Context: an optimization exercise on an open-source flow, tuned for small area, a short achievable clock period and few clock cycles. The choices shown serve that exercise and are no tape-out recipe. No run shown here included a check of the RTL's function; only the layout flow was run. No activity file was given, so power comes from the tool's default toggle rates.

==> flow/design.v (outline; a module is shown in full before it is edited, if it fits) <==
// module vs_layout: 1687 lines
module vs_layout (
    input  wire        clk,
    input  wire        rst,
    input  wire        start,
    input  wire [4:0]  fmt,
    input  wire [14:0] w,
    input  wire [14:0] h,
    output reg         done,
    output wire [3:0]  errcode,    
    output wire [1:0]  nplanes,
    output wire [31:0] total,
    output wire [14:0] p0_w, p1_w, p2_w,
    output wire [14:0] p0_h, p1_h, p2_h,
    output wire [16:0] p0_stride, p1_stride, p2_stride,
    output wire [31:0] p0_offset, p1_offset, p2_offset,
    output wire [31:0] p0_size, p1_size, p2_size,
    output wire [1:0]  p0_role, p1_role, p2_role
);
  // ...
==> flow/flow/run.sh <==
#!/bin/bash
# The standard layout, with the port buffers made of the plain buffer
# sky130_fd_sc_hd__buf_1 instead of ORFS's default choice (a delay cell),
# and timing repair aiming at a setup slack of 6.4 ns.
set -euo pipefail
cd "$(dirname "$0")/.."
export BUFFER_PORTS_ARGS="-buffer_cell sky130_fd_sc_hd__buf_1"
bash standard.sh SETUP_SLACK_MARGIN=6.4 finish > standard_flow.log 2>&1
==> flow/standard.sh <==
#!/bin/bash
# synth_recipe.tcl (not shown) runs the flow's synth.tcl, then flattens the netlist and writes it again
# the make line also repeats each setting of config.mk as NAME=value (left out here)
make -C /OpenROAD-flow-scripts/flow DESIGN_CONFIG=/design/flow/config.mk WORK_HOME=/design/flow/orfs CLKGATE_MAP_FILE= SYNTH_SCRIPT=/design/flow/synth_recipe.tcl "${@:-finish}"
==> flow/config.mk <==
export PLATFORM = sky130hd
export DESIGN_NAME = vs_layout
export DESIGN_NICKNAME = vs_layout
export VERILOG_FILES = /design/flow/design.v
export SDC_FILE = /design/flow/constraint.sdc
export NUM_CORES = 4
export LEC_CHECK = 0
export ABC_AREA = 1
export CAP_MARGIN = 20
export CORE_MARGIN = 2
export CORE_UTILIZATION = 60
export SETUP_SLACK_MARGIN = 5
export SLEW_MARGIN = 20
==> flow/constraint.sdc <==
create_clock -name core_clock -period 14.0 [get_ports {clk}]
set_input_delay 2.8000 -clock core_clock [delete_from_list [all_inputs] [get_ports {clk}]]
set_output_delay 2.8000 -clock core_clock [all_outputs]
set_load 0.01 [all_outputs]
==> results.rst, run 1 <==
.. list-table::
   :header-rows: 1

   * - Metric
     - Value
   * - Run status
     - finished clean
   * - Wire length on met3
     - 5430 microns
   * - End point of the critical path
     - total[19]
   * - Power share of the combinational group
     - 0.841
   * - Cells after DPL
     - 3437
   * - Routability Congestion
     - 0.971
   * - Internal power component
     - 2.71 mW
   * - CTS clk-pin slew, worst paths
     - 60 ps
   * - End point of the worst hold path
     - done
   * - Synth Area per Inst
     - 7.05 sq um
   * - Met2 track demand over resource in global routing
     - 0.569
   * - Total gr overflow
     - 0
   * - Layout Utilization
     - 0.693
   * - Biggest register
     - qs
   * - Total power after layout
     - 6.26 mW
   * - Levels on crit path
     - 26
   * - Fill cells
     - 2928
   * - Wl on met1
     - 26200 microns
   * - Flip-flop and latch area
     - 0.00261 sq mm
   * - Setup Slack @ Placement
     - 5850 ps
   * - Top_reg_cell synth
     - dfxtp_1
   * - Share of synthesized area occupied by flip-flops and latches
     - 0.130
   * - Type of element capturing the critical path
     - output pin
   * - Leading cell types by total area after synthesis
     - fa_1, dfxtp_1, ha_1, nand2_1, inv_1
   * - Leakage
     - 11.4 nW
   * - Critical path's top delay family
     - adder cells
   * - Start point of the worst min-delay path
     - rst
==> run 2: changes to the inputs <==
--- a/flow/design.v
+++ b/flow/design.v
@@ -335,19 +335,17 @@
   assign c3w = {ad111, ad110, ad109, ad108, ad107, ad106, ad105, ad104, ad103, ad102, ad101, ad100, ad99, ad98, ad97};
   assign cw2 = {ad211, ad210, ad209, ad208, ad207, ad206, ad205, ad204, ad203, ad202, ad201, ad200, ad199, ad198, ad127};
   assign cw4 = {ad311, ad310, ad309, ad308, ad307, ad306, ad305, ad304, ad303, ad302, ad301, ad300, ad299, ad298, ad227};
   wire [14:0] a0   = i4 ? w : i3 ? c3w : i2 ? cw2 : cw4;
   wire [15:0] r0 = h[0] ? (i420 ? {a0, 1'b0} : {1'b0, a0}) : 16'd0;
   wire [14:0] pp1 = a0 & {15{h[1]}};
   wire [14:0] pp2 = a0 & {15{h[2]}};
   wire [14:0] pp3 = a0 & {15{h[3]}};
-  wire [14:0] pp4 = a0 & {15{h[4]}};
-  wire [14:0] pp5 = a0 & {15{h[5]}};
-  wire [10:0] hu = {1'b0, h[14:6], 1'b0};
+  wire [12:0] hu = {1'b0, h[14:4], 1'b0};
   wire [15:0] a0x = {1'b0, a0};
   wire bo0 = hu[1] ^ hu[0];
   wire bt0 = (hu[2] & ~hu[1] & ~hu[0]) | (~hu[2] & hu[1] & hu[0]);
   wire bn0 = hu[2];
   wire [15:0] bx0 = (({16{bo0}} & a0x) | ({16{bt0}} & {a0x[14:0], 1'b0})) ^ {16{bn0}};
   wire bo1 = hu[3] ^ hu[2];
   wire bt1 = (hu[4] & ~hu[3] & ~hu[2]) | (~hu[4] & hu[3] & hu[2]);
   wire bn1 = hu[4];
@@ -359,294 +357,282 @@
   wire bo3 = hu[7] ^ hu[6];
   wire bt3 = (hu[8] & ~hu[7] & ~hu[6]) | (~hu[8] & hu[7] & hu[6]);
   wire bn3 = hu[8];
   wire [15:0] bx3 = (({16{bo3}} & a0x) | ({16{bt3}} & {a0x[14:0], 1'b0})) ^ {16{bn3}};
   wire bo4 = hu[9] ^ hu[8];
   wire bt4 = (hu[10] & ~hu[9] & ~hu[8]) | (~hu[10] & hu[9] & hu[8]);
   wire bn4 = hu[10];
   wire [15:0] bx4 = (({16{bo4}} & a0x) | ({16{bt4}} & {a0x[14:0], 1'b0})) ^ {16{bn4}};
-  wire t1 = r0[10] ^ pp1[9];
-  wire t2 = r0[10] & pp1[9];
-  wire t3 = r0[11] ^ pp1[10];
-  wire t4 = r0[11] & pp1[10];
-  wire t5 = r0[12] ^ pp1[11] ^ pp2[10];
-  wire t6 = (r0[12] & pp1[11]) | (r0[12] & pp2[10]) | (pp1[11] & pp2[10]);
-  wire t7 = pp3[9] ^ pp4[8];
-  wire t8 = pp3[9] & pp4[8];
-  wire t9 = r0[13] ^ pp1[12] ^ pp2[11];
-  wire t10 = (r0[13] & pp1[12]) | (r0[13] & pp2[11]) | (pp1[12] & pp2[11]);
-  wire t11 = pp3[10] ^ pp4[9];
-  wire t12 = pp3[10] & pp4[9];
-  wire t13 = r0[14] ^ pp1[13] ^ pp2[12];
-  wire t14 = (r0[14] & pp1[13]) | (r0[14] & pp2[12]) | (pp1[13] & pp2[12]);
-  wire t15 = pp3[11] ^ pp4[10] ^ pp5[9];
-  wire t16 = (pp3[11] & pp4[10]) | (pp3[11] & pp5[9]) | (pp4[10] & pp5[9]);
-  wire t17 = r0[15] ^ pp1[14] ^ pp2[13];
-  wire t18 = (r0[15] & pp1[14]) | (r0[15] & pp2[13]) | (pp1[14] & pp2[13]);
-  wire t19 = pp3[12] ^ pp4[11] ^ pp5[10];
-  wire t20 = (pp3[12] & pp4[11]) | (pp3[12] & pp5[10]) | (pp4[11] & pp5[10]);
-  wire t21 = pp2[14] ^ pp3[13] ^ pp4[12];
-  wire t22 = (pp2[14] & pp3[13]) | (pp2[14] & pp4[12]) | (pp3[13] & pp4[12]);
-  wire t23 = r0[6] ^ pp1[5] ^ pp2[4];
-  wire t24 = (r0[6] & pp1[5]) | (r0[6] & pp2[4]) | (pp1[5] & pp2[4]);
-  wire t25 = r0[7] ^ pp1[6] ^ pp2[5];
-  wire t26 = (r0[7] & pp1[6]) | (r0[7] & pp2[5]) | (pp1[6] & pp2[5]);
-  wire t27 = r0[8] ^ pp1[7] ^ pp2[6];
-  wire t28 = (r0[8] & pp1[7]) | (r0[8] & pp2[6]) | (pp1[7] & pp2[6]);
-  wire t29 = pp3[5] ^ pp4[4] ^ pp5[3];
-  wire t30 = (pp3[5] & pp4[4]) | (pp3[5] & pp5[3]) | (pp4[4] & pp5[3]);
-  wire t31 = r0[9] ^ pp1[8] ^ pp2[7];
-  wire t32 = (r0[9] & pp1[8]) | (r0[9] & pp2[7]) | (pp1[8] & pp2[7]);
-  wire t33 = pp3[6] ^ pp4[5] ^ pp5[4];
-  wire t34 = (pp3[6] & pp4[5]) | (pp3[6] & pp5[4]) | (pp4[5] & pp5[4]);
-  wire t35 = t1 ^ pp2[8] ^ pp3[7];
-  wire t36 = (t1 & pp2[8]) | (t1 & pp3[7]) | (pp2[8] & pp3[7]);
-  wire t37 = pp4[6] ^ pp5[5] ^ bx0[4];
-  wire t38 = (pp4[6] & pp5[5]) | (pp4[6] & bx0[4]) | (pp5[5] & bx0[4]);
-  wire t39 = bx1[2] ^ bx2[0];
-  wire t40 = bx1[2] & bx2[0];
-  wire t41 = t2 ^ t3 ^ pp2[9];
-  wire t42 = (t2 & t3) | (t2 & pp2[9]) | (t3 & pp2[9]);
-  wire t43 = pp3[8] ^ pp4[7] ^ pp5[6];
-  wire t44 = (pp3[8] & pp4[7]) | (pp3[8] & pp5[6]) | (pp4[7] & pp5[6]);
-  wire t45 = bx0[5] ^ bx1[3] ^ bx2[1];
-  wire t46 = (bx0[5] & bx1[3]) | (bx0[5] & bx2[1]) | (bx1[3] & bx2[1]);
-  wire t47 = t4 ^ t5 ^ t7;
-  wire t48 = (t4 & t5) | (t4 & t7) | (t5 & t7);
-  wire t49 = pp5[7] ^ bx0[6] ^ bx1[4];
-  wire t50 = (pp5[7] & bx0[6]) | (pp5[7] & bx1[4]) | (bx0[6] & bx1[4]);
-  wire t51 = bx2[2] ^ bx3[0] ^ bn3;
-  wire t52 = (bx2[2] & bx3[0]) | (bx2[2] & bn3) | (bx3[0] & bn3);
-  wire t53 = t6 ^ t8 ^ t9;
-  wire t54 = (t6 & t8) | (t6 & t9) | (t8 & t9);
-  wire t55 = t11 ^ pp5[8] ^ bx0[7];
-  wire t56 = (t11 & pp5[8]) | (t11 & bx0[7]) | (pp5[8] & bx0[7]);
-  wire t57 = bx1[5] ^ bx2[3] ^ bx3[1];
-  wire t58 = (bx1[5] & bx2[3]) | (bx1[5] & bx3[1]) | (bx2[3] & bx3[1]);
-  wire t59 = t10 ^ t12 ^ t13;
-  wire t60 = (t10 & t12) | (t10 & t13) | (t12 & t13);
-  wire t61 = t15 ^ bx0[8] ^ bx1[6];
-  wire t62 = (t15 & bx0[8]) | (t15 & bx1[6]) | (bx0[8] & bx1[6]);
-  wire t63 = bx2[4] ^ bx3[2] ^ bx4[0];
-  wire t64 = (bx2[4] & bx3[2]) | (bx2[4] & bx4[0]) | (bx3[2] & bx4[0]);
-  wire t65 = t14 ^ t16 ^ t17;
-  wire t66 = (t14 & t16) | (t14 & t17) | (t16 & t17);
-  wire t67 = t19 ^ bx0[9] ^ bx1[7];
-  wire t68 = (t19 & bx0[9]) | (t19 & bx1[7]) | (bx0[9] & bx1[7]);
-  wire t69 = bx2[5] ^ bx3[3] ^ bx4[1];
-  wire t70 = (bx2[5] & bx3[3]) | (bx2[5] & bx4[1]) | (bx3[3] & bx4[1]);
-  wire t71 = t18 ^ t20 ^ t21;
-  wire t72 = (t18 & t20) | (t18 & t21) | (t20 & t21);
-  wire t73 = pp5[11] ^ bx0[10] ^ bx1[8];
-  wire t74 = (pp5[11] & bx0[10]) | (pp5[11] & bx1[8]) | (bx0[10] & bx1[8]);
-  wire t75 = bx2[6] ^ bx3[4] ^ bx4[2];
-  wire t76 = (bx2[6] & bx3[4]) | (bx2[6] & bx4[2]) | (bx3[4] & bx4[2]);
-  wire t77 = t22 ^ pp3[14] ^ pp4[13];
-  wire t78 = (t22 & pp3[14]) | (t22 & pp4[13]) | (pp3[14] & pp4[13]);
-  wire t79 = pp5[12] ^ bx0[11] ^ bx1[9];
-  wire t80 = (pp5[12] & bx0[11]) | (pp5[12] & bx1[9]) | (bx0[11] & bx1[9]);
-  wire t81 = bx2[7] ^ bx3[5] ^ bx4[3];
-  wire t82 = (bx2[7] & bx3[5]) | (bx2[7] & bx4[3]) | (bx3[5] & bx4[3]);
-  wire t83 = pp4[14] ^ pp5[13] ^ bx0[12];
-  wire t84 = (pp4[14] & pp5[13]) | (pp4[14] & bx0[12]) | (pp5[13] & bx0[12]);
-  wire t85 = bx1[10] ^ bx2[8] ^ bx3[6];
-  wire t86 = (bx1[10] & bx2[8]) | (bx1[10] & bx3[6]) | (bx2[8] & bx3[6]);
-  wire t87 = pp5[14] ^ bx0[13] ^ bx1[11];
-  wire t88 = (pp5[14] & bx0[13]) | (pp5[14] & bx1[11]) | (bx0[13] & bx1[11]);
-  wire t89 = r0[4] ^ pp1[3];
-  wire t90 = r0[4] & pp1[3];
-  wire t91 = r0[5] ^ pp1[4] ^ pp2[3];
-  wire t92 = (r0[5] & pp1[4]) | (r0[5] & pp2[3]) | (pp1[4] & pp2[3]);
-  wire t93 = pp3[2] ^ pp4[1];
-  wire t94 = pp3[2] & pp4[1];
-  wire t95 = t23 ^ pp3[3] ^ pp4[2];
-  wire t96 = (t23 & pp3[3]) | (t23 & pp4[2]) | (pp3[3] & pp4[2]);
-  wire t97 = pp5[1] ^ bx0[0] ^ bn0;
-  wire t98 = (pp5[1] & bx0[0]) | (pp5[1] & bn0) | (bx0[0] & bn0);
-  wire t99 = t24 ^ t25 ^ pp3[4];
-  wire t100 = (t24 & t25) | (t24 & pp3[4]) | (t25 & pp3[4]);
-  wire t101 = pp4[3] ^ pp5[2] ^ bx0[1];
-  wire t102 = (pp4[3] & pp5[2]) | (pp4[3] & bx0[1]) | (pp5[2] & bx0[1]);
-  wire t103 = t26 ^ t27 ^ t29;
-  wire t104 = (t26 & t27) | (t26 & t29) | (t27 & t29);
-  wire t105 = bx0[2] ^ bx1[0] ^ bn1;
-  wire t106 = (bx0[2] & bx1[0]) | (bx0[2] & bn1) | (bx1[0] & bn1);
-  wire t107 = t28 ^ t30 ^ t31;
-  wire t108 = (t28 & t30) | (t28 & t31) | (t30 & t31);
-  wire t109 = t33 ^ bx0[3] ^ bx1[1];
-  wire t110 = (t33 & bx0[3]) | (t33 & bx1[1]) | (bx0[3] & bx1[1]);
-  wire t111 = t32 ^ t34 ^ t35;
-  wire t112 = (t32 & t34) | (t32 & t35) | (t34 & t35);
-  wire t113 = t37 ^ t39 ^ bn2;
-  wire t114 = (t37 & t39) | (t37 & bn2) | (t39 & bn2);
-  wire t115 = t36 ^ t38 ^ t40;
-  wire t116 = (t36 & t38) | (t36 & t40) | (t38 & t40);
-  wire t117 = t41 ^ t43 ^ t45;
-  wire t118 = (t41 & t43) | (t41 & t45) | (t43 & t45);
-  wire t119 = t42 ^ t44 ^ t46;
-  wire t120 = (t42 & t44) | (t42 & t46) | (t44 & t46);
-  wire t121 = t47 ^ t49 ^ t51;
-  wire t122 = (t47 & t49) | (t47 & t51) | (t49 & t51);
-  wire t123 = t48 ^ t50 ^ t52;
-  wire t124 = (t48 & t50) | (t48 & t52) | (t50 & t52);
-  wire t125 = t53 ^ t55 ^ t57;
-  wire t126 = (t53 & t55) | (t53 & t57) | (t55 & t57);
-  wire t127 = t54 ^ t56 ^ t58;
-  wire t128 = (t54 & t56) | (t54 & t58) | (t56 & t58);
-  wire t129 = t59 ^ t61 ^ t63;
-  wire t130 = (t59 & t61) | (t59 & t63) | (t61 & t63);
-  wire t131 = t60 ^ t62 ^ t64;
-  wire t132 = (t60 & t62) | (t60 & t64) | (t62 & t64);
-  wire t133 = t65 ^ t67 ^ t69;
-  wire t134 = (t65 & t67) | (t65 & t69) | (t67 & t69);
-  wire t135 = t66 ^ t68 ^ t70;
-  wire t136 = (t66 & t68) | (t66 & t70) | (t68 & t70);
-  wire t137 = t71 ^ t73 ^ t75;
-  wire t138 = (t71 & t73) | (t71 & t75) | (t73 & t75);
-  wire t139 = t72 ^ t74 ^ t76;
-  wire t140 = (t72 & t74) | (t72 & t76) | (t74 & t76);
-  wire t141 = t77 ^ t79 ^ t81;
-  wire t142 = (t77 & t79) | (t77 & t81) | (t79 & t81);
-  wire t143 = t78 ^ t80 ^ t82;
-  wire t144 = (t78 & t80) | (t78 & t82) | (t80 & t82);
-  wire t145 = t83 ^ t85 ^ bx4[4];
-  wire t146 = (t83 & t85) | (t83 & bx4[4]) | (t85 & bx4[4]);
-  wire t147 = t84 ^ t86 ^ t87;
-  wire t148 = (t84 & t86) | (t84 & t87) | (t86 & t87);
-  wire t149 = bx2[9] ^ bx3[7] ^ bx4[5];
-  wire t150 = (bx2[9] & bx3[7]) | (bx2[9] & bx4[5]) | (bx3[7] & bx4[5]);
-  wire t151 = t88 ^ bx0[14] ^ bx1[12];
-  wire t152 = (t88 & bx0[14]) | (t88 & bx1[12]) | (bx0[14] & bx1[12]);
-  wire t153 = bx2[10] ^ bx3[8] ^ bx4[6];
-  wire t154 = (bx2[10] & bx3[8]) | (bx2[10] & bx4[6]) | (bx3[8] & bx4[6]);
-  wire t155 = bx0[15] ^ bx1[13] ^ bx2[11];
-  wire t156 = (bx0[15] & bx1[13]) | (bx0[15] & bx2[11]) | (bx1[13] & bx2[11]);
-  wire t157 = bx3[9] ^ bx4[7];
-  wire t158 = bx3[9] & bx4[7];
-  wire t159 = ~bn0 ^ bx1[14] ^ bx2[12];
-  wire t160 = (~bn0 & bx1[14]) | (~bn0 & bx2[12]) | (bx1[14] & bx2[12]);
-  wire t161 = bx3[10] ^ bx4[8] ^ 1'b1;
-  wire t162 = (bx3[10] & bx4[8]) | (bx3[10] & 1'b1) | (bx4[8] & 1'b1);
-  wire t163 = bx1[15] ^ bx2[13] ^ bx3[11];
-  wire t164 = (bx1[15] & bx2[13]) | (bx1[15] & bx3[11]) | (bx2[13] & bx3[11]);
-  wire t165 = bx4[9] ^ 1'b1;
-  wire t166 = bx4[9] & 1'b1;
-  wire t167 = ~bn1 ^ bx2[14] ^ bx3[12];
-  wire t168 = (~bn1 & bx2[14]) | (~bn1 & bx3[12]) | (bx2[14] & bx3[12]);
-  wire t169 = bx2[15] ^ bx3[13];
-  wire t170 = bx2[15] & bx3[13];
-  wire t171 = r0[3] ^ pp1[2];
-  wire t172 = r0[3] & pp1[2];
-  wire t173 = t89 ^ pp2[2] ^ pp3[1];
-  wire t174 = (t89 & pp2[2]) | (t89 & pp3[1]) | (pp2[2] & pp3[1]);
-  wire t175 = t90 ^ t91 ^ t93;
-  wire t176 = (t90 & t91) | (t90 & t93) | (t91 & t93);
-  wire t177 = t92 ^ t94 ^ t95;
-  wire t178 = (t92 & t94) | (t92 & t95) | (t94 & t95);
-  wire t179 = t96 ^ t98 ^ t99;
-  wire t180 = (t96 & t98) | (t96 & t99) | (t98 & t99);
-  wire t181 = t100 ^ t102 ^ t103;
-  wire t182 = (t100 & t102) | (t100 & t103) | (t102 & t103);
-  wire t183 = t104 ^ t106 ^ t107;
-  wire t184 = (t104 & t106) | (t104 & t107) | (t106 & t107);
-  wire t185 = t108 ^ t110 ^ t111;
-  wire t186 = (t108 & t110) | (t108 & t111) | (t110 & t111);
-  wire t187 = t112 ^ t114 ^ t115;
-  wire t188 = (t112 & t114) | (t112 & t115) | (t114 & t115);
-  wire t189 = t116 ^ t118 ^ t119;
-  wire t190 = (t116 & t118) | (t116 & t119) | (t118 & t119);
-  wire t191 = t120 ^ t122 ^ t123;
-  wire t192 = (t120 & t122) | (t120 & t123) | (t122 & t123);
-  wire t193 = t124 ^ t126 ^ t127;
-  wire t194 = (t124 & t126) | (t124 & t127) | (t126 & t127);
-  wire t195 = t128 ^ t130 ^ t131;
-  wire t196 = (t128 & t130) | (t128 & t131) | (t130 & t131);
-  wire t197 = t132 ^ t134 ^ t135;
-  wire t198 = (t132 & t134) | (t132 & t135) | (t134 & t135);
-  wire t199 = t136 ^ t138 ^ t139;
-  wire t200 = (t136 & t138) | (t136 & t139) | (t138 & t139);
-  wire t201 = t140 ^ t142 ^ t143;
-  wire t202 = (t140 & t142) | (t140 & t143) | (t142 & t143);
-  wire t203 = t144 ^ t146 ^ t147;
-  wire t204 = (t144 & t146) | (t144 & t147) | (t146 & t147);
-  wire t205 = t148 ^ t150 ^ t151;
-  wire t206 = (t148 & t150) | (t148 & t151) | (t150 & t151);
-  wire t207 = t152 ^ t154 ^ t155;
-  wire t208 = (t152 & t154) | (t152 & t155) | (t154 & t155);
-  wire t209 = t156 ^ t158 ^ t159;
-  wire t210 = (t156 & t158) | (t156 & t159) | (t158 & t159);
-  wire t211 = t160 ^ t162 ^ t163;
-  wire t212 = (t160 & t162) | (t160 & t163) | (t162 & t163);
-  wire t213 = t164 ^ t166 ^ t167;
-  wire t214 = (t164 & t166) | (t164 & t167) | (t166 & t167);
-  wire t215 = t168 ^ t169 ^ bx4[11];
-  wire t216 = (t168 & t169) | (t168 & bx4[11]) | (t169 & bx4[11]);
-  wire t217 = t170 ^ ~bn2 ^ bx3[14];
-  wire t218 = (t170 & ~bn2) | (t170 & bx3[14]) | (~bn2 & bx3[14]);
-  wire t219 = bx3[15] ^ bx4[13];
-  wire t220 = bx3[15] & bx4[13];
-  wire t221 = r0[2] ^ pp1[1];
-  wire t222 = r0[2] & pp1[1];
-  wire t223 = t171 ^ pp2[1] ^ pp3[0];
-  wire t224 = (t171 & pp2[1]) | (t171 & pp3[0]) | (pp2[1] & pp3[0]);
-  wire t225 = t172 ^ t173 ^ pp4[0];
-  wire t226 = (t172 & t173) | (t172 & pp4[0]) | (t173 & pp4[0]);
-  wire t227 = t174 ^ t175 ^ pp5[0];
-  wire t228 = (t174 & t175) | (t174 & pp5[0]) | (t175 & pp5[0]);
-  wire t229 = t176 ^ t177 ^ t97;
-  wire t230 = (t176 & t177) | (t176 & t97) | (t177 & t97);
-  wire t231 = t178 ^ t179 ^ t101;
-  wire t232 = (t178 & t179) | (t178 & t101) | (t179 & t101);
-  wire t233 = t180 ^ t181 ^ t105;
-  wire t234 = (t180 & t181) | (t180 & t105) | (t181 & t105);
-  wire t235 = t182 ^ t183 ^ t109;
-  wire t236 = (t182 & t183) | (t182 & t109) | (t183 & t109);
-  wire t237 = t184 ^ t185 ^ t113;
-  wire t238 = (t184 & t185) | (t184 & t113) | (t185 & t113);
-  wire t239 = t186 ^ t187 ^ t117;
-  wire t240 = (t186 & t187) | (t186 & t117) | (t187 & t117);
-  wire t241 = t188 ^ t189 ^ t121;
-  wire t242 = (t188 & t189) | (t188 & t121) | (t189 & t121);
-  wire t243 = t190 ^ t191 ^ t125;
-  wire t244 = (t190 & t191) | (t190 & t125) | (t191 & t125);
-  wire t245 = t192 ^ t193 ^ t129;
-  wire t246 = (t192 & t193) | (t192 & t129) | (t193 & t129);
-  wire t247 = t194 ^ t195 ^ t133;
-  wire t248 = (t194 & t195) | (t194 & t133) | (t195 & t133);
-  wire t249 = t196 ^ t197 ^ t137;
-  wire t250 = (t196 & t197) | (t196 & t137) | (t197 & t137);
-  wire t251 = t198 ^ t199 ^ t141;
-  wire t252 = (t198 & t199) | (t198 & t141) | (t199 & t141);
-  wire t253 = t200 ^ t201 ^ t145;
-  wire t254 = (t200 & t201) | (t200 & t145) | (t201 & t145);
-  wire t255 = t202 ^ t203 ^ t149;
-  wire t256 = (t202 & t203) | (t202 & t149) | (t203 & t149);
-  wire t257 = t204 ^ t205 ^ t153;
-  wire t258 = (t204 & t205) | (t204 & t153) | (t205 & t153);
-  wire t259 = t206 ^ t207 ^ t157;
-  wire t260 = (t206 & t207) | (t206 & t157) | (t207 & t157);
-  wire t261 = t208 ^ t209 ^ t161;
-  wire t262 = (t208 & t209) | (t208 & t161) | (t209 & t161);
-  wire t263 = t210 ^ t211 ^ t165;
-  wire t264 = (t210 & t211) | (t210 & t165) | (t211 & t165);
-  wire t265 = t212 ^ t213 ^ bx4[10];
-  wire t266 = (t212 & t213) | (t212 & bx4[10]) | (t213 & bx4[10]);
-  wire t267 = t214 ^ t215 ^ 1'b1;
-  wire t268 = (t214 & t215) | (t214 & 1'b1) | (t215 & 1'b1);
-  wire t269 = t216 ^ t217 ^ bx4[12];
-  wire t270 = (t216 & t217) | (t216 & bx4[12]) | (t217 & bx4[12]);
-  wire t271 = t218 ^ t219 ^ 1'b1;
-  wire t272 = (t218 & t219) | (t218 & 1'b1) | (t219 & 1'b1);
-  wire t273 = t220 ^ ~bn3 ^ bx4[14];
-  wire t274 = (t220 & ~bn3) | (t220 & bx4[14]) | (~bn3 & bx4[14]);
-  wire t275 = bx4[15] ^ 1'b1;
-  wire t276 = bx4[15] & 1'b1;
-  wire [29:0] sum_s = {t274, t272, t270, t268, t266, t264, t262, t260, t258, t256, t254, t252, t250, t248, t246, t244, t242, t240, t238, t236, t234, t232, t230, t228, t226, t224, t222, t221, r0[1], r0[0]};
-  wire [29:0] sum_c = {t275, t273, t271, t269, t267, t265, t263, t261, t259, t257, t255, t253, t251, t249, t247, t245, t243, t241, t239, t237, t235, t233, t231, t229, t227, t225, t223, pp2[0], pp1[0], 1'b0};
+  wire bo5 = hu[11] ^ hu[10];
+  wire bt5 = (hu[12] & ~hu[11] & ~hu[10]) | (~hu[12] & hu[11] & hu[10]);
+  wire bn5 = hu[12];
+  wire [15:0] bx5 = (({16{bo5}} & a0x) | ({16{bt5}} & {a0x[14:0], 1'b0})) ^ {16{bn5}};
+  wire t1 = r0[12] ^ pp1[11];
+  wire t2 = r0[12] & pp1[11];
+  wire t3 = r0[13] ^ pp1[12];
+  wire t4 = r0[13] & pp1[12];
+  wire t5 = r0[14] ^ pp1[13] ^ pp2[12];
+  wire t6 = (r0[14] & pp1[13]) | (r0[14] & pp2[12]) | (pp1[13] & pp2[12]);
+  wire t7 = r0[15] ^ pp1[14] ^ pp2[13];
+  wire t8 = (r0[15] & pp1[14]) | (r0[15] & pp2[13]) | (pp1[14] & pp2[13]);
+  wire t9 = r0[6] ^ pp1[5];
+  wire t10 = r0[6] & pp1[5];
+  wire t11 = r0[7] ^ pp1[6];
+  wire t12 = r0[7] & pp1[6];
+  wire t13 = r0[8] ^ pp1[7] ^ pp2[6];
+  wire t14 = (r0[8] & pp1[7]) | (r0[8] & pp2[6]) | (pp1[7] & pp2[6]);
+  wire t15 = pp3[5] ^ bx0[4];
+  wire t16 = pp3[5] & bx0[4];
+  wire t17 = r0[9] ^ pp1[8] ^ pp2[7];
+  wire t18 = (r0[9] & pp1[8]) | (r0[9] & pp2[7]) | (pp1[8] & pp2[7]);
+  wire t19 = pp3[6] ^ bx0[5];
+  wire t20 = pp3[6] & bx0[5];
+  wire t21 = r0[10] ^ pp1[9] ^ pp2[8];
+  wire t22 = (r0[10] & pp1[9]) | (r0[10] & pp2[8]) | (pp1[9] & pp2[8]);
+  wire t23 = pp3[7] ^ bx0[6] ^ bx1[4];
+  wire t24 = (pp3[7] & bx0[6]) | (pp3[7] & bx1[4]) | (bx0[6] & bx1[4]);
+  wire t25 = bx2[2] ^ bx3[0];
+  wire t26 = bx2[2] & bx3[0];
+  wire t27 = r0[11] ^ pp1[10] ^ pp2[9];
+  wire t28 = (r0[11] & pp1[10]) | (r0[11] & pp2[9]) | (pp1[10] & pp2[9]);
+  wire t29 = pp3[8] ^ bx0[7] ^ bx1[5];
+  wire t30 = (pp3[8] & bx0[7]) | (pp3[8] & bx1[5]) | (bx0[7] & bx1[5]);
+  wire t31 = bx2[3] ^ bx3[1];
+  wire t32 = bx2[3] & bx3[1];
+  wire t33 = t1 ^ pp2[10] ^ pp3[9];
+  wire t34 = (t1 & pp2[10]) | (t1 & pp3[9]) | (pp2[10] & pp3[9]);
+  wire t35 = bx0[8] ^ bx1[6] ^ bx2[4];
+  wire t36 = (bx0[8] & bx1[6]) | (bx0[8] & bx2[4]) | (bx1[6] & bx2[4]);
+  wire t37 = bx3[2] ^ bx4[0] ^ bn4;
+  wire t38 = (bx3[2] & bx4[0]) | (bx3[2] & bn4) | (bx4[0] & bn4);
+  wire t39 = t2 ^ t3 ^ pp2[11];
+  wire t40 = (t2 & t3) | (t2 & pp2[11]) | (t3 & pp2[11]);
+  wire t41 = pp3[10] ^ bx0[9] ^ bx1[7];
+  wire t42 = (pp3[10] & bx0[9]) | (pp3[10] & bx1[7]) | (bx0[9] & bx1[7]);
+  wire t43 = bx2[5] ^ bx3[3] ^ bx4[1];
+  wire t44 = (bx2[5] & bx3[3]) | (bx2[5] & bx4[1]) | (bx3[3] & bx4[1]);
+  wire t45 = t4 ^ t5 ^ pp3[11];
+  wire t46 = (t4 & t5) | (t4 & pp3[11]) | (t5 & pp3[11]);
+  wire t47 = bx0[10] ^ bx1[8] ^ bx2[6];
+  wire t48 = (bx0[10] & bx1[8]) | (bx0[10] & bx2[6]) | (bx1[8] & bx2[6]);
+  wire t49 = bx3[4] ^ bx4[2] ^ bx5[0];
+  wire t50 = (bx3[4] & bx4[2]) | (bx3[4] & bx5[0]) | (bx4[2] & bx5[0]);
+  wire t51 = t6 ^ t7 ^ pp3[12];
+  wire t52 = (t6 & t7) | (t6 & pp3[12]) | (t7 & pp3[12]);
+  wire t53 = bx0[11] ^ bx1[9] ^ bx2[7];
+  wire t54 = (bx0[11] & bx1[9]) | (bx0[11] & bx2[7]) | (bx1[9] & bx2[7]);
+  wire t55 = bx3[5] ^ bx4[3] ^ bx5[1];
+  wire t56 = (bx3[5] & bx4[3]) | (bx3[5] & bx5[1]) | (bx4[3] & bx5[1]);
+  wire t57 = t8 ^ pp2[14] ^ pp3[13];
+  wire t58 = (t8 & pp2[14]) | (t8 & pp3[13]) | (pp2[14] & pp3[13]);
+  wire t59 = bx0[12] ^ bx1[10] ^ bx2[8];
+  wire t60 = (bx0[12] & bx1[10]) | (bx0[12] & bx2[8]) | (bx1[10] & bx2[8]);
+  wire t61 = bx3[6] ^ bx4[4] ^ bx5[2];
+  wire t62 = (bx3[6] & bx4[4]) | (bx3[6] & bx5[2]) | (bx4[4] & bx5[2]);
+  wire t63 = pp3[14] ^ bx0[13] ^ bx1[11];
+  wire t64 = (pp3[14] & bx0[13]) | (pp3[14] & bx1[11]) | (bx0[13] & bx1[11]);
+  wire t65 = bx2[9] ^ bx3[7] ^ bx4[5];
+  wire t66 = (bx2[9] & bx3[7]) | (bx2[9] & bx4[5]) | (bx3[7] & bx4[5]);
+  wire t67 = bx0[14] ^ bx1[12] ^ bx2[10];
+  wire t68 = (bx0[14] & bx1[12]) | (bx0[14] & bx2[10]) | (bx1[12] & bx2[10]);
+  wire t69 = bx0[15] ^ bx1[13];
+  wire t70 = bx0[15] & bx1[13];
+  wire t71 = ~bn0 ^ bx1[14] ^ bx2[12];
+  wire t72 = (~bn0 & bx1[14]) | (~bn0 & bx2[12]) | (bx1[14] & bx2[12]);
+  wire t73 = bx1[15] ^ bx2[13];
+  wire t74 = bx1[15] & bx2[13];
+  wire t75 = r0[4] ^ pp1[3] ^ pp2[2];
+  wire t76 = (r0[4] & pp1[3]) | (r0[4] & pp2[2]) | (pp1[3] & pp2[2]);
+  wire t77 = r0[5] ^ pp1[4] ^ pp2[3];
+  wire t78 = (r0[5] & pp1[4]) | (r0[5] & pp2[3]) | (pp1[4] & pp2[3]);
+  wire t79 = t9 ^ pp2[4] ^ pp3[3];
+  wire t80 = (t9 & pp2[4]) | (t9 & pp3[3]) | (pp2[4] & pp3[3]);
+  wire t81 = bx0[2] ^ bx1[0];
+  wire t82 = bx0[2] & bx1[0];
+  wire t83 = t10 ^ t11 ^ pp2[5];
+  wire t84 = (t10 & t11) | (t10 & pp2[5]) | (t11 & pp2[5]);
+  wire t85 = pp3[4] ^ bx0[3] ^ bx1[1];
+  wire t86 = (pp3[4] & bx0[3]) | (pp3[4] & bx1[1]) | (bx0[3] & bx1[1]);
+  wire t87 = t12 ^ t13 ^ t15;
+  wire t88 = (t12 & t13) | (t12 & t15) | (t13 & t15);
+  wire t89 = bx1[2] ^ bx2[0] ^ bn2;
+  wire t90 = (bx1[2] & bx2[0]) | (bx1[2] & bn2) | (bx2[0] & bn2);
+  wire t91 = t14 ^ t16 ^ t17;
+  wire t92 = (t14 & t16) | (t14 & t17) | (t16 & t17);
+  wire t93 = t19 ^ bx1[3] ^ bx2[1];
+  wire t94 = (t19 & bx1[3]) | (t19 & bx2[1]) | (bx1[3] & bx2[1]);
+  wire t95 = t18 ^ t20 ^ t21;
+  wire t96 = (t18 & t20) | (t18 & t21) | (t20 & t21);
+  wire t97 = t23 ^ t25 ^ bn3;
+  wire t98 = (t23 & t25) | (t23 & bn3) | (t25 & bn3);
+  wire t99 = t22 ^ t24 ^ t26;
+  wire t100 = (t22 & t24) | (t22 & t26) | (t24 & t26);
+  wire t101 = t27 ^ t29 ^ t31;
+  wire t102 = (t27 & t29) | (t27 & t31) | (t29 & t31);
+  wire t103 = t28 ^ t30 ^ t32;
+  wire t104 = (t28 & t30) | (t28 & t32) | (t30 & t32);
+  wire t105 = t33 ^ t35 ^ t37;
+  wire t106 = (t33 & t35) | (t33 & t37) | (t35 & t37);
+  wire t107 = t34 ^ t36 ^ t38;
+  wire t108 = (t34 & t36) | (t34 & t38) | (t36 & t38);
+  wire t109 = t39 ^ t41 ^ t43;
+  wire t110 = (t39 & t41) | (t39 & t43) | (t41 & t43);
+  wire t111 = t40 ^ t42 ^ t44;
+  wire t112 = (t40 & t42) | (t40 & t44) | (t42 & t44);
+  wire t113 = t45 ^ t47 ^ t49;
+  wire t114 = (t45 & t47) | (t45 & t49) | (t47 & t49);
+  wire t115 = t46 ^ t48 ^ t50;
+  wire t116 = (t46 & t48) | (t46 & t50) | (t48 & t50);
+  wire t117 = t51 ^ t53 ^ t55;
+  wire t118 = (t51 & t53) | (t51 & t55) | (t53 & t55);
+  wire t119 = t52 ^ t54 ^ t56;
+  wire t120 = (t52 & t54) | (t52 & t56) | (t54 & t56);
+  wire t121 = t57 ^ t59 ^ t61;
+  wire t122 = (t57 & t59) | (t57 & t61) | (t59 & t61);
+  wire t123 = t58 ^ t60 ^ t62;
+  wire t124 = (t58 & t60) | (t58 & t62) | (t60 & t62);
+  wire t125 = t63 ^ t65 ^ bx5[3];
+  wire t126 = (t63 & t65) | (t63 & bx5[3]) | (t65 & bx5[3]);
+  wire t127 = t64 ^ t66 ^ t67;
+  wire t128 = (t64 & t66) | (t64 & t67) | (t66 & t67);
+  wire t129 = bx3[8] ^ bx4[6] ^ bx5[4];
+  wire t130 = (bx3[8] & bx4[6]) | (bx3[8] & bx5[4]) | (bx4[6] & bx5[4]);
+  wire t131 = t68 ^ t69 ^ bx2[11];
+  wire t132 = (t68 & t69) | (t68 & bx2[11]) | (t69 & bx2[11]);
+  wire t133 = bx3[9] ^ bx4[7] ^ bx5[5];
+  wire t134 = (bx3[9] & bx4[7]) | (bx3[9] & bx5[5]) | (bx4[7] & bx5[5]);
+  wire t135 = t70 ^ t71 ^ bx3[10];
+  wire t136 = (t70 & t71) | (t70 & bx3[10]) | (t71 & bx3[10]);
+  wire t137 = bx4[8] ^ bx5[6] ^ 1'b1;
+  wire t138 = (bx4[8] & bx5[6]) | (bx4[8] & 1'b1) | (bx5[6] & 1'b1);
+  wire t139 = t72 ^ t73 ^ bx3[11];
+  wire t140 = (t72 & t73) | (t72 & bx3[11]) | (t73 & bx3[11]);
+  wire t141 = bx4[9] ^ bx5[7] ^ 1'b1;
+  wire t142 = (bx4[9] & bx5[7]) | (bx4[9] & 1'b1) | (bx5[7] & 1'b1);
+  wire t143 = t74 ^ ~bn1 ^ bx2[14];
+  wire t144 = (t74 & ~bn1) | (t74 & bx2[14]) | (~bn1 & bx2[14]);
+  wire t145 = bx3[12] ^ bx4[10] ^ bx5[8];
+  wire t146 = (bx3[12] & bx4[10]) | (bx3[12] & bx5[8]) | (bx4[10] & bx5[8]);
+  wire t147 = bx2[15] ^ bx3[13] ^ bx4[11];
+  wire t148 = (bx2[15] & bx3[13]) | (bx2[15] & bx4[11]) | (bx3[13] & bx4[11]);
+  wire t149 = bx5[9] ^ 1'b1;
+  wire t150 = bx5[9] & 1'b1;
+  wire t151 = ~bn2 ^ bx3[14] ^ bx4[12];
+  wire t152 = (~bn2 & bx3[14]) | (~bn2 & bx4[12]) | (bx3[14] & bx4[12]);
+  wire t153 = bx3[15] ^ bx4[13];
+  wire t154 = bx3[15] & bx4[13];
+  wire t155 = r0[3] ^ pp1[2];
+  wire t156 = r0[3] & pp1[2];
+  wire t157 = t75 ^ pp3[1] ^ bx0[0];
+  wire t158 = (t75 & pp3[1]) | (t75 & bx0[0]) | (pp3[1] & bx0[0]);
+  wire t159 = t76 ^ t77 ^ pp3[2];
+  wire t160 = (t76 & t77) | (t76 & pp3[2]) | (t77 & pp3[2]);
+  wire t161 = t78 ^ t79 ^ t81;
+  wire t162 = (t78 & t79) | (t78 & t81) | (t79 & t81);
+  wire t163 = t80 ^ t82 ^ t83;
+  wire t164 = (t80 & t82) | (t80 & t83) | (t82 & t83);
+  wire t165 = t84 ^ t86 ^ t87;
+  wire t166 = (t84 & t86) | (t84 & t87) | (t86 & t87);
+  wire t167 = t88 ^ t90 ^ t91;
+  wire t168 = (t88 & t90) | (t88 & t91) | (t90 & t91);
+  wire t169 = t92 ^ t94 ^ t95;
+  wire t170 = (t92 & t94) | (t92 & t95) | (t94 & t95);
+  wire t171 = t96 ^ t98 ^ t99;
+  wire t172 = (t96 & t98) | (t96 & t99) | (t98 & t99);
+  wire t173 = t100 ^ t102 ^ t103;
+  wire t174 = (t100 & t102) | (t100 & t103) | (t102 & t103);
+  wire t175 = t104 ^ t106 ^ t107;
+  wire t176 = (t104 & t106) | (t104 & t107) | (t106 & t107);
+  wire t177 = t108 ^ t110 ^ t111;
+  wire t178 = (t108 & t110) | (t108 & t111) | (t110 & t111);
+  wire t179 = t112 ^ t114 ^ t115;
+  wire t180 = (t112 & t114) | (t112 & t115) | (t114 & t115);
+  wire t181 = t116 ^ t118 ^ t119;
+  wire t182 = (t116 & t118) | (t116 & t119) | (t118 & t119);
+  wire t183 = t120 ^ t122 ^ t123;
+  wire t184 = (t120 & t122) | (t120 & t123) | (t122 & t123);
+  wire t185 = t124 ^ t126 ^ t127;
+  wire t186 = (t124 & t126) | (t124 & t127) | (t126 & t127);
+  wire t187 = t128 ^ t130 ^ t131;
+  wire t188 = (t128 & t130) | (t128 & t131) | (t130 & t131);
+  wire t189 = t132 ^ t134 ^ t135;
+  wire t190 = (t132 & t134) | (t132 & t135) | (t134 & t135);
+  wire t191 = t136 ^ t138 ^ t139;
+  wire t192 = (t136 & t138) | (t136 & t139) | (t138 & t139);
+  wire t193 = t140 ^ t142 ^ t143;
+  wire t194 = (t140 & t142) | (t140 & t143) | (t142 & t143);
+  wire t195 = t144 ^ t146 ^ t147;
+  wire t196 = (t144 & t146) | (t144 & t147) | (t146 & t147);
+  wire t197 = t148 ^ t150 ^ t151;
+  wire t198 = (t148 & t150) | (t148 & t151) | (t150 & t151);
+  wire t199 = t152 ^ t153 ^ bx5[11];
+  wire t200 = (t152 & t153) | (t152 & bx5[11]) | (t153 & bx5[11]);
+  wire t201 = t154 ^ ~bn3 ^ bx4[14];
+  wire t202 = (t154 & ~bn3) | (t154 & bx4[14]) | (~bn3 & bx4[14]);
+  wire t203 = bx4[15] ^ bx5[13];
+  wire t204 = bx4[15] & bx5[13];
+  wire t205 = r0[2] ^ pp1[1];
+  wire t206 = r0[2] & pp1[1];
+  wire t207 = t155 ^ pp2[1] ^ pp3[0];
+  wire t208 = (t155 & pp2[1]) | (t155 & pp3[0]) | (pp2[1] & pp3[0]);
+  wire t209 = t156 ^ t157 ^ bn0;
+  wire t210 = (t156 & t157) | (t156 & bn0) | (t157 & bn0);
+  wire t211 = t158 ^ t159 ^ bx0[1];
+  wire t212 = (t158 & t159) | (t158 & bx0[1]) | (t159 & bx0[1]);
+  wire t213 = t160 ^ t161 ^ bn1;
+  wire t214 = (t160 & t161) | (t160 & bn1) | (t161 & bn1);
+  wire t215 = t162 ^ t163 ^ t85;
+  wire t216 = (t162 & t163) | (t162 & t85) | (t163 & t85);
+  wire t217 = t164 ^ t165 ^ t89;
+  wire t218 = (t164 & t165) | (t164 & t89) | (t165 & t89);
+  wire t219 = t166 ^ t167 ^ t93;
+  wire t220 = (t166 & t167) | (t166 & t93) | (t167 & t93);
+  wire t221 = t168 ^ t169 ^ t97;
+  wire t222 = (t168 & t169) | (t168 & t97) | (t169 & t97);
+  wire t223 = t170 ^ t171 ^ t101;
+  wire t224 = (t170 & t171) | (t170 & t101) | (t171 & t101);
+  wire t225 = t172 ^ t173 ^ t105;
+  wire t226 = (t172 & t173) | (t172 & t105) | (t173 & t105);
+  wire t227 = t174 ^ t175 ^ t109;
+  wire t228 = (t174 & t175) | (t174 & t109) | (t175 & t109);
+  wire t229 = t176 ^ t177 ^ t113;
+  wire t230 = (t176 & t177) | (t176 & t113) | (t177 & t113);
+  wire t231 = t178 ^ t179 ^ t117;
+  wire t232 = (t178 & t179) | (t178 & t117) | (t179 & t117);
+  wire t233 = t180 ^ t181 ^ t121;
+  wire t234 = (t180 & t181) | (t180 & t121) | (t181 & t121);
+  wire t235 = t182 ^ t183 ^ t125;
+  wire t236 = (t182 & t183) | (t182 & t125) | (t183 & t125);
+  wire t237 = t184 ^ t185 ^ t129;
+  wire t238 = (t184 & t185) | (t184 & t129) | (t185 & t129);
+  wire t239 = t186 ^ t187 ^ t133;
+  wire t240 = (t186 & t187) | (t186 & t133) | (t187 & t133);
+  wire t241 = t188 ^ t189 ^ t137;
+  wire t242 = (t188 & t189) | (t188 & t137) | (t189 & t137);
+  wire t243 = t190 ^ t191 ^ t141;
+  wire t244 = (t190 & t191) | (t190 & t141) | (t191 & t141);
+  wire t245 = t192 ^ t193 ^ t145;
+  wire t246 = (t192 & t193) | (t192 & t145) | (t193 & t145);
+  wire t247 = t194 ^ t195 ^ t149;
+  wire t248 = (t194 & t195) | (t194 & t149) | (t195 & t149);
+  wire t249 = t196 ^ t197 ^ bx5[10];
+  wire t250 = (t196 & t197) | (t196 & bx5[10]) | (t197 & bx5[10]);
+  wire t251 = t198 ^ t199 ^ 1'b1;
+  wire t252 = (t198 & t199) | (t198 & 1'b1) | (t199 & 1'b1);
+  wire t253 = t200 ^ t201 ^ bx5[12];
+  wire t254 = (t200 & t201) | (t200 & bx5[12]) | (t201 & bx5[12]);
+  wire t255 = t202 ^ t203 ^ 1'b1;
+  wire t256 = (t202 & t203) | (t202 & 1'b1) | (t203 & 1'b1);
+  wire t257 = t204 ^ ~bn4 ^ bx5[14];
+  wire t258 = (t204 & ~bn4) | (t204 & bx5[14]) | (~bn4 & bx5[14]);
+  wire t259 = bx5[15] ^ 1'b1;
+  wire t260 = bx5[15] & 1'b1;
+  wire [29:0] sum_s = {t258, t256, t254, t252, t250, t248, t246, t244, t242, t240, t238, t236, t234, t232, t230, t228, t226, t224, t222, t220, t218, t216, t214, t212, t210, t208, t206, t205, r0[1], r0[0]};
+  wire [29:0] sum_c = {t259, t257, t255, t253, t251, t249, t247, t245, t243, t241, t239, t237, t235, t233, t231, t229, t227, t225, t223, t221, t219, t217, t215, t213, t211, t209, t207, pp2[0], pp1[0], 1'b0};
   wire [1:0]  t  = ((fmt == 5'd13) || i420) ? {1'b0, a0[0]} : (fmt == 5'd19) ? (2'd0 - a0[1:0]) : 2'd0;
   wire [16:0] tv = (t[0] ? {2'b00, h} : 17'd0) + (t[1] ? {1'b0, h, 1'b0} : 17'd0)
                  + {16'd0, i420 & t[0] & h[0]};
   reg [14:0] wr, hr, a0r;
   reg [29:0] qs, qc;
   reg [16:0] tr;    
   reg        planar, y444, y42b, y41b, c420, yv12, e_fmt, e_dim;
   always @(posedge clk) begin
==> run 2 against run 1 <==
Area after synthesis rose by 0.32%. Total power fell by 2.6%. Sequential share of layout area rose by 0.15 points. Cell area fell by 1.1%. Die area rose by 0.32%. First-iteration DRC count rose by 1.4%. Non-clock buffer count fell by 6. Via count rose by 0.36%. Final cell count rose by 1.4%. Clock power rose by 3%. Count of clock-buffer cells in the layout fell by 2. Synthesized cell count rose by 1.9%. Largest cell class unchanged. Largest power group unchanged.
==> results.rst, run 2 <==
.. list-table::
   :header-rows: 1

   * - Metric
     - Value
   * - Commonest non-fill, non-tap cells in the layout
     - nand2_1, inv_1, buf_1
   * - Period utilisation layout
     - 0.558
   * - Maximum buffer depth of the clock tree
     - 2
   * - Largest regs
     - qs x30, qc x29, tr x17
   * - Internal power component
     - 2.64 mW (-2.6%)
   * - First-pass iteration count of the detailed router
     - 5
   * - Fraction of layout cells with a size suffix above 1
     - 0.128
   * - Wire length per cell after detailed routing
     - 17.7 microns
   * - Transition time of the tightest slew-check pin
     - 1070 ps
   * - Launch point of the worst path
     - tr[9]
   * - Port bufs
     - 355
   * - Biggest register
     - qs
   * - Unique cell type count in the Yosys netlist
     - 64
   * - Count of clock tree sinks
     - 130
   * - Synth Area per Inst
     - 6.95 sq um (-1.5%)
   * - Setup Slack @ Placement
     - 5830 ps (-20.8 ps)
   * - Nets@finish
     - 3487
   * - Total power after layout
     - 6.10 mW (-2.6%)
   * - Leakage
     - 11.5 nW (+0.76%)
   * - Power share of the combinational group
     - 0.836 (-0.005)
   * - Cells after DPL
     - 3491 (+1.6%)
   * - Ys async rst share
     - 0
   * - Number of flip-flops under the largest register name
     - 30
   * - Largest fanout of any net on the critical path
     - 3
   * - Number of DRC markers in iteration 0
     - 1511
   * - Final Setup Violations
     - 0
   * - Final hold vios
     - 0
   * - Run status
     - finished clean
   * - Synthesis Warnings
     - 1
   * - Worst path setup slack after routing
     - 6180 ps
   * - Number of synthesized flops with an enable pin
     - 0
   * - CTS clk-pin slew, worst paths
     - 60 ps (about the same)
   * - Antenna viol nets, final
     - 0
   * - Total gr overflow
     - 0 (unchanged)
   * - P&R area growth vs syn
     - 11.5%
   * - Number of antenna violations at the first check in global routing
     - 1
   * - Pwr/cell area
     - 272 mW/mm^2
   * - Fraction of synthesized area in multiplexers
     - 0
   * - Switching part of the total power
     - 0.567
   * - Setup_tns
     - 0 ps
   * - Placeable core region
     - 0.0333 sq mm
   * - Ranking of synthesized cells by instance count
     - nand2_1, inv_1, nor2_1
   * - Start point of the worst min-delay path
     - rst
   * - Placement row count
     - 67
   * - Type of element capturing the critical path
     - output pin
   * - Number of remaining DRC errors
     - 0
   * - Share of synthesized area occupied by flip-flops and latches
     - 0.129 (-0.000420)
   * - Slew Limit Fails
     - 0
   * - Share of Yosys cell area claimed by the top area cell type
     - 0.145
   * - Startpoint Class
     - register
   * - Relative contribution of sequential cells to total power
     - 0.094
   * - Cells after Synth
     - 2894
   * - Total half-perimeter wirelength after legalization and detailed placement
     - 48700 microns
   * - Largest family of logic cells by synthesized area
     - adder cells
   * - Leading cell types by total area after synthesis
     - fa_1, dfxtp_1, ha_1, nand2_1, inv_1
   * - Routability Congestion
     - 0.959 (-1.3%)
   * - Clock buffer count from CTS
     - 17
   * - Combined global-route utilization of all metal layers
     - 0.348
   * - Signal arrival time at the worst endpoint
     - 5020 ps
   * - Vias after detailed routing
     - 19900
   * - Critical Path RT
     - 11200 ps
   * - Tightest slew margin relative to the limit
     - 0.287
   * - Critical path start-end classification
     - reg2out
   * - Post-route non-filler standard cell count
     - 3584
   * - Layout Utilization
     - 0.673 (-0.0196)
   * - CTS root buf
     - clkbuf_16
   * - Ant. Diodes
     - 0
   * - Post-Syn Area
     - 0.0201 sq mm
   * - Max capacitance violation total
     - 0
   * - Cell with the most instances after synthesis
     - nand2_1
   * - Top achievable clock speed
     - 128 MHz
   * - Via count of the first global-routing pass
     - 18500
   * - Avg Vias per Cell
     - 5.56
   * - Wire length of the first global-routing pass
     - 97700 microns
   * - Die Span Y
     - 187 microns
   * - Die Wd
     - 187 microns
   * - Worst hold path class
     - in2reg
   * - Cell accounting for the most synthesized area
     - fa_1
   * - Top_reg_cell synth
     - dfxtp_1
   * - Worst IR drop on VDD
     - 0.263 mV
   * - P_sw
     - 3.46 mW
   * - Clock power share
     - 0.070
   * - Synthesized flop and latch total
     - 130
   * - Hold-fix buffers at CTS
     - 0
   * - I/O pin total
     - 416
   * - Leading cell type in the layout, fill and taps excluded
     - nand2_1
   * - Total detailed-routing wirelength
     - 63400 microns
   * - TritonCTS clock tree
     - done
   * - Post-synthesis adder-cell area fraction
     - 0.257
   * - Simple-gate area share of the yosys netlist
     - 0.232
   * - Complex-gate fraction of the synthesized area
     - 0.139
   * - Time the worst path needs with I/O delays and setup
     - 7820 ps
   * - XOR/XNOR Fraction of Synth Area
     - 0.0612
   * - Starting density of the core
     - 0.604
   * - Maximum number of pins on one net before global-route repair
     - 88
   * - H-Tree Depth
     - 4
   * - RSZ-0062 raised after global routing
     - yes
   * - Overall die area
     - 0.0350 sq mm
==> run 2: cell count changes in the layout (fill, tap and decap cells not counted), sizes merged, moves of 8 or more <==
cell and delta:
xor2 +9, nor2 -28, clkbuf -8, nand2 +48
fa -12, a21oi +8, nand3 +26
==> run 2: what timing repair did <==
item	in CTS	in global routing
setup endpoints to repair	44	54
buffers inserted	31	31
pin swaps	44	59
gates resized for setup	107	162
==> run 2: metal layers <==
layer  part of all wire  up-vias  GRT usage
met5                  0        -          0
met4              0.033        0      0.123
met3              0.086      148     0.0507
met2               0.45     1011      0.565
met1               0.43     9318      0.474
li1                   -     9458          -
==> run 2: power by group through the flow <==
stage	logic (mW)	clock network, mW	registers, mW
3_3_place_gp	4.04	0	0.573
6_report	5.10	0.429	0.572
2_1_floorplan	3.45	0	0.550
3_5_place_dp	4.16	0	0.578
5_1_grt	5.58	0.452	0.583
4_1_cts	4.51	0.433	0.571
==> run 2: critical path: stages (launching register included) <==
cell and delay [ps]:
dfxtp_2 320, fa_1 580, ha_4 220, a21o_1 210
a21oi_2 160, o21bai_2 110, a21oi_2 180, nand2_4 70
fa_2 350, xnor2_2 140, o21ai_1 130, inv_1 70
a22oi_2 200, buf_12 140, ha_4 200, a21o_1 200
a21oi_2 210, o21bai_2 110, nand2_1 90, nand2_2 70
a21oi_4 180, o21ai_0 150, a21oi_2 170, xor2_1 160
buf_2 150
==> run 2: final timing paths <==
| path | slack (ps) | to | depth (start not counted) |
|---|---|---|---|
| min | 2510 | done | 2 |
| max | 6180 | total[29] | 24 |
==> run 2: metrics by stage <==
stage	hold slack, ps	area (sq um)
after floorplan	2830	20300
after global placement	2950	20400
after detailed placement	2950	20400
after CTS	2500	21600
after global routing	2510	22400
final	2510	22400
==> run 2: kinds of logic (layout without fill, tap and decap cells) <==
family                   after synthesis  count (layout)
AO/OA/AOI/OAI                        452             452
XOR/XNOR                             139             139
adder cells (fa/ha/maj)              325             325
buffers and inverters                742             925
flip-flops                           130             130
other                                  2              61
AND/OR/NAND/NOR                     1104            1104
==> run 2: final cells by class <==
class / count / area, sq um
well taps: 448 / 561
clock inverters: 14 / 133
multi-input cells: 2081 / 14900
flip-flops and latches: 130 / 2620
repair buffers: 434 / 2010
clock buffers: 17 / 425
inverters: 460 / 1740
fillers: 3037 / 10900

## what the ideal ports hide
Ports are ideal in the flow. The routed layouts listed here were re-timed in OpenROAD.
Step 1 assumes that a clkbuf_16 drives the clock port and a buf_2 every other input.
Step 2 times the ports against the registers' clock, not the clock port: input delays grow and output delays shrink by t, the midpoint of the rising clock arrivals with the driver on.
Three values: no drivers, after step 1, after step 2; two values: the first two.
run | t (ns) | setup WS [ns] | latest minus earliest clock arrival (ns) | worst register clock-pin slew, ns
run 1 | 0.479 | 6.190 / 6.141 / 6.229 | 0.011 / 0.011 | 0.07 / 0.07
run 2 | 0.480 | 6.184 / 6.136 / 6.245 | 0.016 / 0.016 | 0.07 / 0.07
After both steps setup and hold are still met in every run listed.
